This design comes from an exercise in tuning for small area, a short achievable clock period and few clock cycles on the open sky130 flow, not from production work.
Function was checked by simulation only, so behaviour that the tests miss may differ from the original.
No activity file was given, so power comes from the tool's default toggle rates.

==> flow/design.v <==
module udps_binstat (
    input  wire        clk,
    input  wire        rst,
    input  wire        s_valid,
    output wire        s_ready,
    input  wire [15:0] s_data,
    input  wire        s_last,
    output wire        r_valid,
    input  wire        r_ready,
    output reg  [63:0] r_min,
    output reg  [63:0] r_max,
    output wire [63:0] r_mean
);
    parameter R = 2;                      
    localparam K = 2 * R;                 
    localparam N = (54 + K - 1) / K;      
    localparam L = N * K;                 
    reg        acc_has;                   
    reg        acc_full;                  
    reg [15:0] mn, mx;
    reg [31:0] sum;
    reg [16:0] cn;                        
    reg [4:0]  zc;                        
    reg        busy;
    reg        rv;
    reg        nar;                       
    reg [16:0] rem;                       
    reg [L-1:0] y;                        
    reg [15:1] dv;                        
    reg [7:0]  d3;                        
    reg [3:0]  it;                        
    reg [1:0]  ph;                        
    reg [K-2:0] qs;                       
    reg [6:0]  eb;                        
    wire div_free = ~busy & (~rv | r_ready);
    wire load     = acc_full & div_free;
    assign s_ready = ~acc_full | (~busy & ~rv);
    assign r_valid = rv;
    wire s_fire = s_valid & s_ready;
    reg [16:0] lowmask;
    integer m;
    always @(*)
        for (m = 0; m < 17; m = m + 1)
            lowmask[m] = (m < zc);
    wire [17:0] cn_inc = {1'b0, cn | lowmask} + 18'd1;
    wire first  = ~acc_has;
    function [36:0] norm32(input [31:0] v);
        reg [31:0] x;
        reg [4:0]  z;
        begin
            x = v;
            z[4] = (x[31:16] == 16'd0); if (z[4]) x = x << 16;
            z[3] = (x[31:24] ==  8'd0); if (z[3]) x = x << 8;
            z[2] = (x[31:28] ==  4'd0); if (z[2]) x = x << 4;
            z[1] = (x[31:30] ==  2'd0); if (z[1]) x = x << 2;
            z[0] = ~x[31];              if (z[0]) x = x << 1;
            norm32 = {z, x};
        end
    endfunction
    function [63:0] f64_of_u16(input [15:0] v);
        reg [15:0] x;
        reg [3:0]  z;
        begin
            x = v;
            z[3] = (x[15:8]  == 8'd0); if (z[3]) x = x << 8;
            z[2] = (x[15:12] == 4'd0); if (z[2]) x = x << 4;
            z[1] = (x[15:14] == 2'd0); if (z[1]) x = x << 2;
            z[0] = ~x[15];             if (z[0]) x = x << 1;
            if (!x[15])
                f64_of_u16 = 64'd0;
            else
                f64_of_u16 = {1'b0, 11'd1038 - {7'd0, z}, x[14:0], 37'd0};
        end
    endfunction
    function [16:0] sub16(input [15:0] a, input [15:0] b);
        reg [15:0] g, p, gg, pp, gn, pn;
        reg [16:0] c;
        integer i, d;
        begin
            g = a & ~b;
            p = ~(a ^ b);
            gg = g; pp = p;
            gg[0] = g[0] | p[0];
            for (d = 1; d < 16; d = d * 2) begin
                gn = gg; pn = pp;
                for (i = d; i < 16; i = i + 1) begin
                    gn[i] = gg[i] | (pp[i] & gg[i-d]);
                    pn[i] = pp[i] & pp[i-d];
                end
                gg = gn; pp = pn;
            end
            c = {gg, 1'b1};
            sub16 = {c[16], p ^ c[15:0]};
        end
    endfunction
    function [5:0] lz8(input [7:0] v);    
        begin
            casez (v)
                8'b1???????: lz8 = 6'd0;
                8'b01??????: lz8 = 6'd1;
                8'b001?????: lz8 = 6'd2;
                8'b0001????: lz8 = 6'd3;
                8'b00001???: lz8 = 6'd4;
                8'b000001??: lz8 = 6'd5;
                8'b0000001?: lz8 = 6'd6;
                8'b00000001: lz8 = 6'd7;
                default:     lz8 = 6'd32;
            endcase
        end
    endfunction
    function [4:0] lz32(input [31:0] v);
        reg [5:0] a, b, c, d;
        begin
            a = lz8(v[31:24]); b = lz8(v[23:16]); c = lz8(v[15:8]); d = lz8(v[7:0]);
            if (!a[5])      lz32 = {2'b00, a[2:0]};
            else if (!b[5]) lz32 = {2'b01, b[2:0]};
            else if (!c[5]) lz32 = {2'b10, c[2:0]};
            else            lz32 = {2'b11, d[2:0]};
        end
    endfunction
    wire [36:0] ns   = norm32(sum);
    wire [4:0]  zs   = lz32(sum);                       
    wire [31:0] sn   = ns[31:0];
    wire        zero = (sum == 32'd0);
    wire        fast = zero | (cn[15:0] == 16'd0);      
    wire        narw = (cn[10:1] == 10'd0);
    wire        yb  = y[L - 1 - ph];
    wire [16:0] tw  = sub16(rem[15:0], {1'b1, dv});
    wire        gw  = rem[16] | tw[16];
    wire [16:0] r_w = gw ? {tw[15:0], yb} : {rem[15:0], yb};
    wire        gend = nar | (ph == K - 1);
    wire [L-1:0] y_w = {y[L-K-1:0], qs, gw};
    function ge8(input [7:0] a, input [7:0] b);
        reg [7:0] gt, eq;
        reg gt10, eq10, gt32, eq32, gt54, eq54, gt76, eq76, gt30, eq30, gt74, eq74;
        begin
            gt = a & ~b;
            eq = ~(a ^ b);
            gt10 = gt[1] | eq[1] & gt[0];  eq10 = eq[1] & eq[0];
            gt32 = gt[3] | eq[3] & gt[2];  eq32 = eq[3] & eq[2];
            gt54 = gt[5] | eq[5] & gt[4];  eq54 = eq[5] & eq[4];
            gt76 = gt[7] | eq[7] & gt[6];  eq76 = eq[7] & eq[6];
            gt30 = gt32 | eq32 & gt10;     eq30 = eq32 & eq10;
            gt74 = gt76 | eq76 & gt54;     eq74 = eq76 & eq54;
            ge8  = gt74 | eq74 & (gt30 | eq30);
        end
    endfunction
    wire [5:0]  dn = {1'b1, dv[15:11]};
    reg [16:0]  r_n;
    reg [L-1:0] y_n;
    reg [7:0]   u, t1, t2, t3;
    reg         g1, g2, g3;
    reg [5:0]   sel;
    integer j;
    always @(*) begin
        r_n = rem;
        y_n = y;
        for (j = 0; j < R; j = j + 1) begin
            u   = r_n[16:9];
            g1  = ge8(u, {2'b00, dn});
            g2  = ge8(u, {1'b0, dn, 1'b0});
            g3  = ge8(u, d3);
            t1  = u - {2'b00, dn};
            t2  = u - {1'b0, dn, 1'b0};
            t3  = u - d3;
            sel = g3 ? t3[5:0] : g2 ? t2[5:0] : g1 ? t1[5:0] : u[5:0];
            r_n = {sel, r_n[8:0], y_n[L-1:L-2]};
            y_n = {y_n[L-3:0], g2, (g1 & ~g2) | g3};
        end
    end
    wire [L-1:0] y_s  = nar ? y_n : y_w;
    wire         q1   = y_s[K-1];
    wire [16:0]  rc   = q1 ? {1'b1, dv, 1'b0} : {2'b01, dv};
    wire         inj  = gend & (it == N - 1);
    wire [L+16:0] rcs = {{L{1'b0}}, rc} << (L - 54 + K);
    wire [L-1:0] y_d  = inj ? (y_s | rcs[L-1:0]) : y_s;
    wire         qh   = y[L-1];
    wire [51:0]  frac = qh ? y[L-2:L-53] : y[L-3:L-54];
    wire         zr   = ~(y[L-1] | y[L-2]);           
    wire [10:0]  bexp = zr ? 11'd0 : 11'd1023 + {{4{eb[6]}}, eb};
    assign r_mean = {1'b0, bexp, frac};
    always @(posedge clk) begin
        if (rst) begin
            acc_has  <= 1'b0;
            acc_full <= 1'b0;
            busy     <= 1'b0;
            rv       <= 1'b0;
        end else begin
            if (s_fire) begin
                acc_has  <= ~s_last;
                acc_full <= s_last;
            end else if (load) begin
                acc_full <= 1'b0;
            end
            if (load) begin
                busy <= ~fast;
                rv   <= fast;
            end else if (busy) begin
                if (gend && it == 4'd0) begin
                    busy <= 1'b0;
                    rv   <= 1'b1;
                end
            end else if (r_ready) begin
                rv <= 1'b0;
            end
        end
    end
    always @(posedge clk) begin
        if (s_fire) begin
            if (first || s_data < mn) mn <= s_data;
            if (first || s_data > mx) mx <= s_data;
            sum <= (first ? 32'd0 : sum) + {16'd0, s_data};
            if (first || cn_inc[17]) cn <= 17'h10000;
            else                     cn <= cn_inc[16:0];
            if (first)               zc <= 5'd16;
            else if (cn_inc[17])     zc <= zc - 5'd1;
        end
        if (busy) begin
            rem <= nar ? r_n : r_w;
            qs  <= {qs, gw};
            if (gend) begin
                y  <= y_d;
                if (inj) eb <= eb + {6'd0, q1};
                it <= it - 4'd1;
                ph <= 2'd0;
            end else begin
                ph <= ph + 2'd1;
            end
        end else if (load) begin
            it  <= N - 1;
            ph  <= 2'd0;
            if (fast) begin
                rem <= 17'd0;
                y   <= {sn, {(L-32){1'b0}}};
            end else begin
                rem <= {1'b0, sn[31:16]};
                y   <= {sn[15:0], {(L-16){1'b0}}};
            end
        end
        if (load) begin
            r_min <= f64_of_u16(mn);
            r_max <= f64_of_u16(mx);
            eb    <= (fast ? 7'd15 : 7'd14) - {2'b00, zs} + {2'b00, zc};
            nar   <= narw;
            dv    <= cn[15:1];
            d3    <= {2'b00, cn[16:11]} + {1'b0, cn[16:11], 1'b0};
        end
    end
endmodule
Settings: LEC_CHECK=0, ABC_AREA=1, CAP_MARGIN=20, CORE_MARGIN=2, CORE_UTILIZATION=40, PLACE_DENSITY=0.6, SETUP_SLACK_MARGIN=4.0, SLEW_MARGIN=20; clock period 8.0 ns.
run.sh (not shown) runs the stock make flow with config.mk's settings and CLKGATE_MAP_FILE= SYNTH_SCRIPT=/design/flow/synth_recipe.tcl, a recipe that flattens the netlist after the stock synthesis.
Testbench counts at the start, summed over its fixed seeds: cycles 22,060.
Edit:
--- a/flow/design.v
+++ b/flow/design.v
@@ -31,13 +31,13 @@
     reg [3:0]  it;                        
     reg [1:0]  ph;                        
     reg [K-2:0] qs;                       
     reg [6:0]  eb;                        
     wire div_free = ~busy & (~rv | r_ready);
     wire load     = acc_full & div_free;
-    assign s_ready = ~acc_full | (~busy & ~rv);
+    assign s_ready = ~acc_full | div_free;
     assign r_valid = rv;
     wire s_fire = s_valid & s_ready;
     reg [16:0] lowmask;
     integer m;
     always @(*)
         for (m = 0; m < 17; m = m + 1)
@@ -90,39 +90,14 @@
                 gg = gn; pp = pn;
             end
             c = {gg, 1'b1};
             sub16 = {c[16], p ^ c[15:0]};
         end
     endfunction
-    function [5:0] lz8(input [7:0] v);    
-        begin
-            casez (v)
-                8'b1???????: lz8 = 6'd0;
-                8'b01??????: lz8 = 6'd1;
-                8'b001?????: lz8 = 6'd2;
-                8'b0001????: lz8 = 6'd3;
-                8'b00001???: lz8 = 6'd4;
-                8'b000001??: lz8 = 6'd5;
-                8'b0000001?: lz8 = 6'd6;
-                8'b00000001: lz8 = 6'd7;
-                default:     lz8 = 6'd32;
-            endcase
-        end
-    endfunction
-    function [4:0] lz32(input [31:0] v);
-        reg [5:0] a, b, c, d;
-        begin
-            a = lz8(v[31:24]); b = lz8(v[23:16]); c = lz8(v[15:8]); d = lz8(v[7:0]);
-            if (!a[5])      lz32 = {2'b00, a[2:0]};
-            else if (!b[5]) lz32 = {2'b01, b[2:0]};
-            else if (!c[5]) lz32 = {2'b10, c[2:0]};
-            else            lz32 = {2'b11, d[2:0]};
-        end
-    endfunction
     wire [36:0] ns   = norm32(sum);
-    wire [4:0]  zs   = lz32(sum);                       
+    wire [4:0]  zs   = ns[36:32];                       
     wire [31:0] sn   = ns[31:0];
     wire        zero = (sum == 32'd0);
     wire        fast = zero | (cn[15:0] == 16'd0);      
     wire        narw = (cn[10:1] == 10'd0);
     wire        yb  = y[L - 1 - ph];
     wire [16:0] tw  = sub16(rem[15:0], {1'b1, dv});
=> Worst setup slack is worse by 0.19 ns. Die area falls by 2.9%. Combinational power falls by 16%. Core utilization rises by 1.5 points. Final cell count falls by 3.5%. Critical path depth rises by 26. Routed wire length falls by 5.1%.
Testbench counts after the change, summed over its fixed seeds: cycles 21,538.

-- port drivers added, routing unchanged --
In the flow no input, the clock included, has a driving cell. The finished layouts below were timed again as built, in two steps.
Step 1 assumes that a clkbuf_16 drives the clock port and a buf_2 every other input.
Step 2 moves the port delays by t, midway between the first and last clock arrival at a register: inputs arrive t later, outputs are due t later. That takes back most of the time a late clock gives input paths.
a / b / c = ideal / step 1 / step 2; a / b = the first two.
run	t, ns	setup WS [ns]	worst register clock-pin slew, ns
the first run	0.627	4.036 / 3.980 / 3.593	0.07 / 0.07
the second run	0.610	3.842 / 3.842 / 3.592	0.07 / 0.07
After both steps every run listed still meets setup and hold. For the first run, which loses most, drivers alone change the setup slack by -0.056 ns; drivers and shift together by -0.443 ns.
